Source: an optimization exercise on an open RTL-to-GDS flow (aim: small area). Production flows keep margins and buffers that such runs may drop.
The RTL was checked by simulation tests, not by an equivalence proof against the original design.
The clock port is modelled as an ideal driver; clocking choices that lean on that would not hold on a real chip.
Power and IR drop assume default switching activity.

==> job 3073 <==
==> flow/design.v <==
module triple_tx #(
    parameter CHANNEL_COUNT = 112
) (
    input  wire         clk,
    input  wire         rst,
    input  wire         tx_valid,
    output wire         tx_ready,
    input  wire         tx_fd,
    input  wire [7:0]   tx_channel,
    input  wire [31:0]  tx_id,
    input  wire         tx_ext,
    input  wire         tx_rtr,
    input  wire         tx_brs,
    input  wire         tx_esi,
    input  wire [7:0]   tx_len,
    input  wire [511:0] tx_data,
    output wire         txo_valid,
    input  wire         txo_ready,
    output reg  [7:0]   txo_byte,
    output wire         txo_last,
    output reg          tx_err_valid,
    output reg  [1:0]   tx_err_code
);
    localparam [7:0] START  = 8'h0F;
    localparam [7:0] END    = 8'hEF;
    localparam [7:0] ESCAPE = 8'h1F;
    localparam [7:0] TX_CAN = 8'h81;
    localparam [2:0] S_IDLE  = 3'd0;
    localparam [2:0] S_SCAN  = 3'd1;
    localparam [2:0] S_START = 3'd2;
    localparam [2:0] S_LEN   = 3'd3;
    localparam [2:0] S_CMD   = 3'd4;
    localparam [2:0] S_BODY  = 3'd5;
    localparam [2:0] S_END   = 3'd6;
    localparam [1:0] ERR_INVALID_LENGTH = 2'd1;
    localparam [1:0] ERR_CHANNEL_RANGE  = 2'd2;
    function is_special;
        input [7:0] b;
        begin
            is_special = (b == START) || (b == END) || (b == ESCAPE);
        end
    endfunction
    reg  [2:0]   state;
    wire         idle = (state == S_IDLE);
    reg          len_ok;
    reg  [3:0]   code;
    always @* begin
        len_ok = 1'b0;
        code   = 4'd0;
        if (tx_len <= 8'd8) begin
            len_ok = 1'b1;
            code   = tx_len[3:0];
        end else if (tx_fd) begin
            case (tx_len)
                8'd12: begin len_ok = 1'b1; code = 4'h9; end
                8'd16: begin len_ok = 1'b1; code = 4'hA; end
                8'd20: begin len_ok = 1'b1; code = 4'hB; end
                8'd24: begin len_ok = 1'b1; code = 4'hC; end
                8'd32: begin len_ok = 1'b1; code = 4'hD; end
                8'd48: begin len_ok = 1'b1; code = 4'hE; end
                8'd64: begin len_ok = 1'b1; code = 4'hF; end
                default: begin len_ok = 1'b0; code = 4'h0; end
            endcase
        end
    end
    wire chan_ok = (tx_channel < CHANNEL_COUNT);
    reg  [8*70-1:0] bb;
    reg  [7:0]      L_q;      
    reg  [6:0]      k;        
    reg             esc_sent;
    always @(posedge clk) begin
        if (idle) begin
            bb[8*0 +: 8]  <= tx_id[31:24];
            bb[8*1 +: 8]  <= tx_id[23:16];
            bb[8*2 +: 8]  <= tx_id[15:8];
            bb[8*3 +: 8]  <= tx_id[7:0];
            bb[8*4 +: 8]  <= {tx_ext, tx_rtr, tx_fd, tx_fd & tx_brs, code};
            bb[8*5 +: 8]  <= {tx_fd & tx_esi, tx_channel[6:0]};
            bb[8*70-1:48] <= tx_data;
        end
    end
    wire [7:0] cur_b   = bb[8*k +: 8];
    wire [3:0] cap_code = bb[8*4 +: 4];
    wire       cap_fd   = bb[8*4 + 5];
    reg  [6:0] last_k;
    always @* begin
        last_k = 7'd5 + {3'd0, cap_code};
        if (cap_fd)
            case (cap_code)
                4'h9: last_k = 7'd5 + 7'd12;
                4'hA: last_k = 7'd5 + 7'd16;
                4'hB: last_k = 7'd5 + 7'd20;
                4'hC: last_k = 7'd5 + 7'd24;
                4'hD: last_k = 7'd5 + 7'd32;
                4'hE: last_k = 7'd5 + 7'd48;
                4'hF: last_k = 7'd5 + 7'd64;
                default: ;
            endcase
    end
    wire       k_last  = (k == last_k);
    reg  [7:0] cur;
    always @* begin
        case (state)
            S_START: cur = START;
            S_LEN:   cur = L_q;
            S_CMD:   cur = TX_CAN;
            S_END:   cur = END;
            default: cur = cur_b;
        endcase
    end
    wire cur_special = is_special(cur);
    wire stuffable   = (state == S_LEN) || (state == S_BODY);
    wire need_esc    = stuffable && cur_special && !esc_sent;
    assign tx_ready  = idle;
    assign txo_valid = (state != S_IDLE) && (state != S_SCAN);
    assign txo_last  = (state == S_END);
    always @* txo_byte = need_esc ? ESCAPE : cur;
    always @(posedge clk) begin
        if (rst) begin
            state        <= S_IDLE;
            tx_err_valid <= 1'b0;
        end else begin
            tx_err_valid <= 1'b0;
            case (state)
                S_IDLE: begin
                    k        <= 7'd0;
                    esc_sent <= 1'b0;
                    L_q      <= 8'd4;
                    if (tx_valid) begin
                        if (!len_ok) begin
                            tx_err_valid <= 1'b1;
                            tx_err_code  <= ERR_INVALID_LENGTH;
                        end else if (!chan_ok) begin
                            tx_err_valid <= 1'b1;
                            tx_err_code  <= ERR_CHANNEL_RANGE;
                        end else begin
                            state <= S_SCAN;
                        end
                    end
                end
                S_SCAN: begin
                    L_q <= L_q + {6'd0, cur_special, !cur_special};
                    if (k_last) begin
                        k     <= 7'd0;
                        state <= S_START;
                    end else begin
                        k <= k + 7'd1;
                    end
                end
                default: begin
                    if (txo_ready) begin
                        if (need_esc) begin
                            esc_sent <= 1'b1;
                        end else begin
                            esc_sent <= 1'b0;
                            case (state)
                                S_START: state <= S_LEN;
                                S_LEN:   state <= S_CMD;
                                S_CMD:   state <= S_BODY;
                                S_BODY: begin
                                    if (k_last) state <= S_END;
                                    k <= k + 7'd1;
                                end
                                default: state <= S_IDLE;
                            endcase
                        end
                    end
                end
            endcase
        end
    end
endmodule
module triple_rx #(
    parameter MTU = 100
) (
    input  wire         clk,
    input  wire         rst,
    input  wire         rx_in_valid,
    input  wire [7:0]   rx_in_byte,
    output reg          rx_valid,
    output reg  [2:0]   rx_kind,
    output reg  [7:0]   rx_info,
    output wire [7:0]   rx_raw_len,
    output wire [7:0]   rx_ulen,
    output wire [6:0]   rx_channel,
    output wire [31:0]  rx_id,
    output wire         rx_ext,
    output wire         rx_rtr,
    output wire         rx_brs,
    output wire         rx_esi,
    output reg  [6:0]   rx_len,
    output wire [511:0] rx_data,
    output reg          rx_overflow
);
    localparam [7:0] END    = 8'hEF;
    localparam [7:0] ESCAPE = 8'h1F;
    localparam [2:0] K_CLASSIC   = 3'd0;
    localparam [2:0] K_FD        = 3'd1;
    localparam [2:0] K_STATUS    = 3'd2;
    localparam [2:0] K_FWVERSION = 3'd3;
    localparam [2:0] K_TRUNCATED = 3'd4;
    localparam [2:0] K_UNRECCMD  = 3'd5;
    localparam [2:0] K_INVLEN    = 3'd6;
    localparam LO = 2;     
    localparam HI = 72;    
    reg  [6:0]   count;      
    reg  [6:0]   ulen;       
    reg          fresh;      
    reg          err;        
    reg          prev_esc;   
    reg          uesc;       
    reg  [8*(HI+1)-1:8*LO] ubuf;
    wire [7:0] b        = rx_in_byte;
    wire       b_esc    = (b == ESCAPE);
    wire       boundary = (b == END) && !prev_esc;
    wire [6:0] count_c  = fresh ? 7'd0 : count;
    wire [6:0] ulen_c   = fresh ? 7'd0 : ulen;
    wire       full     = (count_c == MTU);
    wire       store    = !err && !full;
    wire       uwrite   = store && (uesc || !b_esc);
    integer i;
    always @(posedge clk) begin
        if (rx_in_valid && uwrite)
            for (i = LO; i <= HI; i = i + 1)
                if (ulen_c == i)
                    ubuf[8*i +: 8] <= b;
    end
    always @(posedge clk) begin
        if (rst) begin
            fresh       <= 1'b1;
            err         <= 1'b0;
            prev_esc    <= 1'b0;
            uesc        <= 1'b0;
            rx_valid    <= 1'b0;
            rx_overflow <= 1'b0;
        end else begin
            rx_valid    <= 1'b0;
            rx_overflow <= 1'b0;
            if (rx_in_valid) begin
                count <= count_c + {6'd0, store};
                ulen  <= ulen_c + {6'd0, uwrite};
                fresh <= 1'b0;
                if (store)
                    uesc <= uesc ? 1'b0 : b_esc;
                else if (!err) begin
                    err         <= 1'b1;
                    rx_overflow <= 1'b1;
                end
                if (boundary) begin
                    rx_valid <= store;
                    err      <= 1'b0;
                    fresh    <= 1'b1;
                    uesc     <= 1'b0;
                    prev_esc <= 1'b0;
                end else begin
                    prev_esc <= b_esc;
                end
            end
        end
    end
    wire [7:0] cmd  = ubuf[8*2 +: 8];
    wire [7:0] flag = ubuf[8*7 +: 8];
    wire [7:0] chan = ubuf[8*8 +: 8];
    reg  [6:0] length;
    always @* begin
        length = {3'd0, flag[3:0]};
        if (flag[5]) begin
            case (flag[3:0])
                4'h9: length = 7'd12;
                4'hA: length = 7'd16;
                4'hB: length = 7'd20;
                4'hC: length = 7'd24;
                4'hD: length = 7'd32;
                4'hE: length = 7'd48;
                4'hF: length = 7'd64;
                default: length = {3'd0, flag[3:0]};
            endcase
        end
        rx_len = length;
        if (ulen < 7'd3) begin
            rx_kind = K_TRUNCATED;
            rx_info = {1'b0, ulen};
        end else if (cmd == 8'h8A) begin
            rx_kind = K_STATUS;
            rx_info = 8'd0;
        end else if (cmd == 8'h90) begin
            rx_kind = K_FWVERSION;
            rx_info = 8'd0;
        end else if (cmd != 8'h81) begin
            rx_kind = K_UNRECCMD;
            rx_info = cmd;
        end else if (ulen < 7'd9) begin
            rx_kind = K_TRUNCATED;
            rx_info = {1'b0, ulen};
        end else if (!flag[5] && (flag[3:0] > 4'd8)) begin
            rx_kind = K_INVLEN;
            rx_info = {4'd0, flag[3:0]};
        end else if (ulen < 7'd9 + length) begin
            rx_kind = K_TRUNCATED;
            rx_info = {1'b0, ulen};
        end else begin
            rx_kind = flag[5] ? K_FD : K_CLASSIC;
            rx_info = 8'd0;
        end
    end
    assign rx_raw_len = {1'b0, count};
    assign rx_ulen    = {1'b0, ulen};
    assign rx_channel = chan[6:0];
    assign rx_esi     = chan[7];
    assign rx_ext     = flag[7];
    assign rx_rtr     = flag[6];
    assign rx_brs     = flag[4];
    assign rx_id      = {ubuf[8*3 +: 8], ubuf[8*4 +: 8], ubuf[8*5 +: 8], ubuf[8*6 +: 8]};
    genvar g;
    generate
        for (g = 0; g < 64; g = g + 1) begin : g_data
            assign rx_data[8*g +: 8] = ubuf[8*(9 + g) +: 8];
        end
    endgenerate
endmodule
module triple_codec (
    input  wire         clk,
    input  wire         rst,
    input  wire         tx_valid,
    output wire         tx_ready,
    input  wire         tx_fd,
    input  wire [7:0]   tx_channel,
    input  wire [31:0]  tx_id,
    input  wire         tx_ext,
    input  wire         tx_rtr,
    input  wire         tx_brs,
    input  wire         tx_esi,
    input  wire [7:0]   tx_len,
    input  wire [511:0] tx_data,
    output wire         txo_valid,
    input  wire         txo_ready,
    output wire [7:0]   txo_byte,
    output wire         txo_last,
    output wire         tx_err_valid,
    output wire [1:0]   tx_err_code,
    input  wire         rx_in_valid,
    input  wire [7:0]   rx_in_byte,
    output wire         rx_valid,
    output wire [2:0]   rx_kind,
    output wire [7:0]   rx_info,
    output wire [7:0]   rx_raw_len,
    output wire [7:0]   rx_ulen,
    output wire [6:0]   rx_channel,
    output wire [31:0]  rx_id,
    output wire         rx_ext,
    output wire         rx_rtr,
    output wire         rx_brs,
    output wire         rx_esi,
    output wire [6:0]   rx_len,
    output wire [511:0] rx_data,
    output wire         rx_overflow
);
    triple_tx #(.CHANNEL_COUNT(112)) u_tx (
        .clk          (clk),
        .rst          (rst),
        .tx_valid     (tx_valid),
        .tx_ready     (tx_ready),
        .tx_fd        (tx_fd),
        .tx_channel   (tx_channel),
        .tx_id        (tx_id),
        .tx_ext       (tx_ext),
        .tx_rtr       (tx_rtr),
        .tx_brs       (tx_brs),
        .tx_esi       (tx_esi),
        .tx_len       (tx_len),
        .tx_data      (tx_data),
        .txo_valid    (txo_valid),
        .txo_ready    (txo_ready),
        .txo_byte     (txo_byte),
        .txo_last     (txo_last),
        .tx_err_valid (tx_err_valid),
        .tx_err_code  (tx_err_code)
    );
    triple_rx #(.MTU(100)) u_rx (
        .clk         (clk),
        .rst         (rst),
        .rx_in_valid (rx_in_valid),
        .rx_in_byte  (rx_in_byte),
        .rx_valid    (rx_valid),
        .rx_kind     (rx_kind),
        .rx_info     (rx_info),
        .rx_raw_len  (rx_raw_len),
        .rx_ulen     (rx_ulen),
        .rx_channel  (rx_channel),
        .rx_id       (rx_id),
        .rx_ext      (rx_ext),
        .rx_rtr      (rx_rtr),
        .rx_brs      (rx_brs),
        .rx_esi      (rx_esi),
        .rx_len      (rx_len),
        .rx_data     (rx_data),
        .rx_overflow (rx_overflow)
    );
endmodule
==> flow/flow/run.sh <==
#!/bin/bash
# Standard ORFS layout, with the port buffers made of the smallest buffer
# cell (sky130_fd_sc_hd__buf_1) instead of the cell buffer_ports picks
# by default. Everything else is the standard flow's own flow (standard.sh).
set -euo pipefail
export BUFFER_PORTS_ARGS="-buffer_cell sky130_fd_sc_hd__buf_1"
bash standard.sh > standard.log 2>&1
==> flow/standard.sh <==
#!/bin/bash
# synth_recipe.tcl (not shown) runs the flow's synth.tcl, then flattens the netlist and writes it again
# the make line also repeats each setting of config.mk as NAME=value (left out here)
make -C /OpenROAD-flow-scripts/flow DESIGN_CONFIG=/design/flow/config.mk WORK_HOME=/design/flow/orfs CLKGATE_MAP_FILE= SYNTH_SCRIPT=/design/flow/synth_recipe.tcl "${@:-finish}"
==> flow/config.mk <==
export PLATFORM = sky130hd
export DESIGN_NAME = triple_codec
export DESIGN_NICKNAME = triple_codec
export VERILOG_FILES = /design/flow/design.v
export SDC_FILE = /design/flow/constraint.sdc
export NUM_CORES = 4
export LEC_CHECK = 0
export CAP_MARGIN = 20
export CORE_MARGIN = 2
export CORE_UTILIZATION = 40
export SLEW_MARGIN = 20
==> flow/constraint.sdc <==
create_clock -name core_clock -period 10.0 [get_ports {clk}]
set_input_delay 2.0000 -clock core_clock [delete_from_list [all_inputs] [get_ports {clk}]]
set_output_delay 2.0000 -clock core_clock [all_outputs]
set_load 0.01 [all_outputs]
==> job 1217: changes against job 3073 <==
--- a/flow/design.v
+++ b/flow/design.v
@@ -20,5 +20,5 @@
     output wire         txo_last,
     output reg          tx_err_valid,
-    output reg  [1:0]   tx_err_code
+    output wire [1:0]   tx_err_code
 );
     localparam [7:0] START  = 8'h0F;
@@ -42,4 +42,5 @@
     endfunction
     reg  [2:0]   state;
+    reg          err_chan;   
     wire         idle = (state == S_IDLE);
     reg          len_ok;
@@ -67,5 +68,6 @@
     reg  [8*70-1:0] bb;
     reg  [7:0]      L_q;      
-    reg  [6:0]      k;        
+    reg  [7:0]      k_lo;     
+    reg  [3:0]      k_hi;     
     reg             esc_sent;
     always @(posedge clk) begin
@@ -80,5 +82,16 @@
         end
     end
-    wire [7:0] cur_b   = bb[8*k +: 8];
+    reg  [8*9-1:0] grp;
+    integer gi, bi;
+    always @* begin
+        grp = {8*9{1'b0}};
+        for (gi = 0; gi < 9; gi = gi + 1)
+            for (bi = 0; bi < 8; bi = bi + 1)
+                if (8*gi + bi < 70)
+                    grp[8*gi +: 8] = grp[8*gi +: 8]
+                                   | ({8{k_lo[bi]}} & bb[8*(8*gi + bi) +: 8]);
+    end
+    wire [8*16-1:0] grp_x = {{8*7{1'b0}}, grp};
+    wire [7:0]      cur_b = grp_x[8*k_hi +: 8];
     wire [3:0] cap_code = bb[8*4 +: 4];
     wire       cap_fd   = bb[8*4 + 5];
@@ -98,5 +111,5 @@
             endcase
     end
-    wire       k_last  = (k == last_k);
+    wire       k_last  = (k_hi == last_k[6:3]) && k_lo[last_k[2:0]];
     reg  [7:0] cur;
     always @* begin
@@ -112,4 +125,5 @@
     wire stuffable   = (state == S_LEN) || (state == S_BODY);
     wire need_esc    = stuffable && cur_special && !esc_sent;
+    assign tx_err_code = err_chan ? ERR_CHANNEL_RANGE : ERR_INVALID_LENGTH;
     assign tx_ready  = idle;
     assign txo_valid = (state != S_IDLE) && (state != S_SCAN);
@@ -124,5 +138,6 @@
             case (state)
                 S_IDLE: begin
-                    k        <= 7'd0;
+                    k_lo     <= 8'd1;
+                    k_hi     <= 4'd0;
                     esc_sent <= 1'b0;
                     L_q      <= 8'd4;
@@ -130,8 +145,8 @@
                         if (!len_ok) begin
                             tx_err_valid <= 1'b1;
-                            tx_err_code  <= ERR_INVALID_LENGTH;
+                            err_chan     <= 1'b0;
                         end else if (!chan_ok) begin
                             tx_err_valid <= 1'b1;
-                            tx_err_code  <= ERR_CHANNEL_RANGE;
+                            err_chan     <= 1'b1;
                         end else begin
                             state <= S_SCAN;
@@ -142,8 +157,10 @@
                     L_q <= L_q + {6'd0, cur_special, !cur_special};
                     if (k_last) begin
-                        k     <= 7'd0;
+                        k_lo  <= 8'd1;
+                        k_hi  <= 4'd0;
                         state <= S_START;
                     end else begin
-                        k <= k + 7'd1;
+                        k_lo <= {k_lo[6:0], k_lo[7]};
+                        k_hi <= k_hi + {3'd0, k_lo[7]};
                     end
                 end
@@ -160,5 +177,6 @@
                                 S_BODY: begin
                                     if (k_last) state <= S_END;
-                                    k <= k + 7'd1;
+                                    k_lo <= {k_lo[6:0], k_lo[7]};
+                                    k_hi <= k_hi + {3'd0, k_lo[7]};
                                 end
                                 default: state <= S_IDLE;
==> flow/flow/run.sh (replaced) <==
#!/bin/bash
# Standard ORFS layout, with the port buffers made of the smallest buffer
# cell (sky130_fd_sc_hd__buf_1) instead of the cell buffer_ports picks
# by default, and clock tree synthesis characterized for a lower slew
# target with larger sink clusters.
set -euo pipefail
export BUFFER_PORTS_ARGS="-buffer_cell sky130_fd_sc_hd__buf_1"
export PRE_CTS_TCL="$(pwd)/flow/cts_pre.tcl"
export CTS_ARGS="-sink_clustering_enable -repair_clock_nets -sink_clustering_size 30 -sink_clustering_max_diameter 80 -buf_list sky130_fd_sc_hd__clkbuf_16"
bash standard.sh > standard.log 2>&1
==> flow/flow/cts_pre.tcl (new file) <==
configure_cts_characterization -max_slew 0.08
CORE_UTILIZATION = 36   (was 40)
CTS_BUF_LIST = sky130_fd_sc_hd__clkbuf_16   (was not set)
CTS_CLUSTER_DIAMETER = 80   (was not set)
CTS_CLUSTER_SIZE = 30   (was not set)
==> job 8665: changes against job 3073 <==
--- a/flow/design.v
+++ b/flow/design.v
@@ -20,5 +20,5 @@
     output wire         txo_last,
     output reg          tx_err_valid,
-    output reg  [1:0]   tx_err_code
+    output wire [1:0]   tx_err_code
 );
     localparam [7:0] START  = 8'h0F;
@@ -42,4 +42,5 @@
     endfunction
     reg  [2:0]   state;
+    reg          err_chan;   
     wire         idle = (state == S_IDLE);
     reg          len_ok;
@@ -80,5 +81,21 @@
         end
     end
-    wire [7:0] cur_b   = bb[8*k +: 8];
+    wire [8*72-1:0]  m0 = {bb[8*70-1:8*68], bb};
+    wire [8*18-1:0]  m1;
+    wire [8*5-1:0]   m2;
+    wire [8*2-1:0]   m3;
+    genvar g;
+    generate
+        for (g = 0; g < 18; g = g + 1) begin : g_m1
+            assign m1[8*g +: 8] = m0[32*g + 8*k[1:0] +: 8];
+        end
+        for (g = 0; g < 4; g = g + 1) begin : g_m2
+            assign m2[8*g +: 8] = m1[32*g + 8*k[3:2] +: 8];
+        end
+        assign m2[8*4 +: 8] = k[2] ? m1[8*17 +: 8] : m1[8*16 +: 8];
+    endgenerate
+    assign m3[7:0]  = m2[8*k[5:4] +: 8];
+    assign m3[15:8] = m2[8*4 +: 8];
+    wire [7:0] cur_b = k[6] ? m3[15:8] : m3[7:0];
     wire [3:0] cap_code = bb[8*4 +: 4];
     wire       cap_fd   = bb[8*4 + 5];
@@ -112,4 +129,5 @@
     wire stuffable   = (state == S_LEN) || (state == S_BODY);
     wire need_esc    = stuffable && cur_special && !esc_sent;
+    assign tx_err_code = err_chan ? ERR_CHANNEL_RANGE : ERR_INVALID_LENGTH;
     assign tx_ready  = idle;
     assign txo_valid = (state != S_IDLE) && (state != S_SCAN);
@@ -130,8 +148,8 @@
                         if (!len_ok) begin
                             tx_err_valid <= 1'b1;
-                            tx_err_code  <= ERR_INVALID_LENGTH;
+                            err_chan     <= 1'b0;
                         end else if (!chan_ok) begin
                             tx_err_valid <= 1'b1;
-                            tx_err_code  <= ERR_CHANNEL_RANGE;
+                            err_chan     <= 1'b1;
                         end else begin
                             state <= S_SCAN;
CORE_UTILIZATION = 65   (was 40)
CTS_BUF_LIST = sky130_fd_sc_hd__clkbuf_16   (was not set)
CTS_CLUSTER_DIAMETER = 80   (was not set)
CTS_CLUSTER_SIZE = 30   (was not set)
==> qor summary <==
                                                                               job 1217          job 3073                           job 8665
Result of the run                                                        finished clean    finished clean                     did not finish
Last stage reached                                                                    -                 -  I/O pin placement (3_2_place_iop)
Cell group occupying the most layout area                              sequential cells  sequential cells                                  -
Routability congestion estimate from global placement                             0.876             0.915                                  -
Critical register-to-register path endpoint                                 u_tx.L_q[4]       u_tx.L_q[4]                                  -
Syn avg cell area                                                              19.1 um2          20.1 um2                           20.2 um2
Number of buffers inserted for hold repair after clock tree synthesis                 0                 0                                  -
Cells after DPL                                                                   4,805             4,675                                  -
Max reg flops                                                                       568               568                                  -
Cell count along the critical path                                                   12                10                                  -
Internal reg-to-reg setup slack                                                 4.84 ns           5.06 ns                                  -
Group drawing the most power                                                  registers         registers                                  -
Die Outline Area                                                              0.118 mm2         0.110 mm2                                  -
Horiz. Die Dim                                                                   344 um            332 um                             260 um
Delay of the slowest cell on the worst path                                     0.94 ns           0.61 ns                                  -
Leak                                                                            15.9 nW           17.3 nW                                  -
Nonclk inv count                                                                     20                31                                  -
Post-DP HPWL                                                                 101,000 um        105,000 um                                  -
Post-route design area                                                       0.0495 mm2        0.0528 mm2                                  -
Fraction of the core area covered by cells at the end of the flow                 43.3%             49.5%                                  -
Clock power frac                                                                  24.6%             34.0%                                  -
Switching component of the power                                                2.84 mW           3.32 mW                                  -
Total I/O pin count                                                               1,183             1,183                                  -
Skew-Pair Late Insertion Delay                                                  0.70 ns           0.73 ns                                  -
Inserted Clock Buffers                                                               52               115                                  -
Number of enable-type register cells in the synthesized netlist                   1,164             1,160                              1,159
Number of antenna violations at the first check in global routing                    26                43                                  -
RSZ-0062 raised after global routing                                              false             false                                  -

## port drivers added, routing unchanged
How much do the figures lean on ideal ports? The routed layouts below were timed once more, with nothing changed but the port constraints.
Step 1 assumes that a clkbuf_16 drives the clock port and a buf_2 every other input.
Step 2, shift: input delay + t, output delay - t, t = (earliest + latest rising clock arrival at the registers) / 2. This alone moves slack from input paths to output paths.
Three values: ideal ports, drivers, drivers and shift; two values: the first two.
run	shift t [ns]	setup WS [ns]	hold slack, ns	clock arrival spread, ns
job 3073	0.774	3.050 / 2.980 / 3.754	0.540 / 0.540 / 0.540	0.058 / 0.057
job 1217	0.738	2.883 / 2.815 / 3.553	0.475 / 0.475 / 0.475	0.054 / 0.053
After both steps every run listed still meets setup and hold.
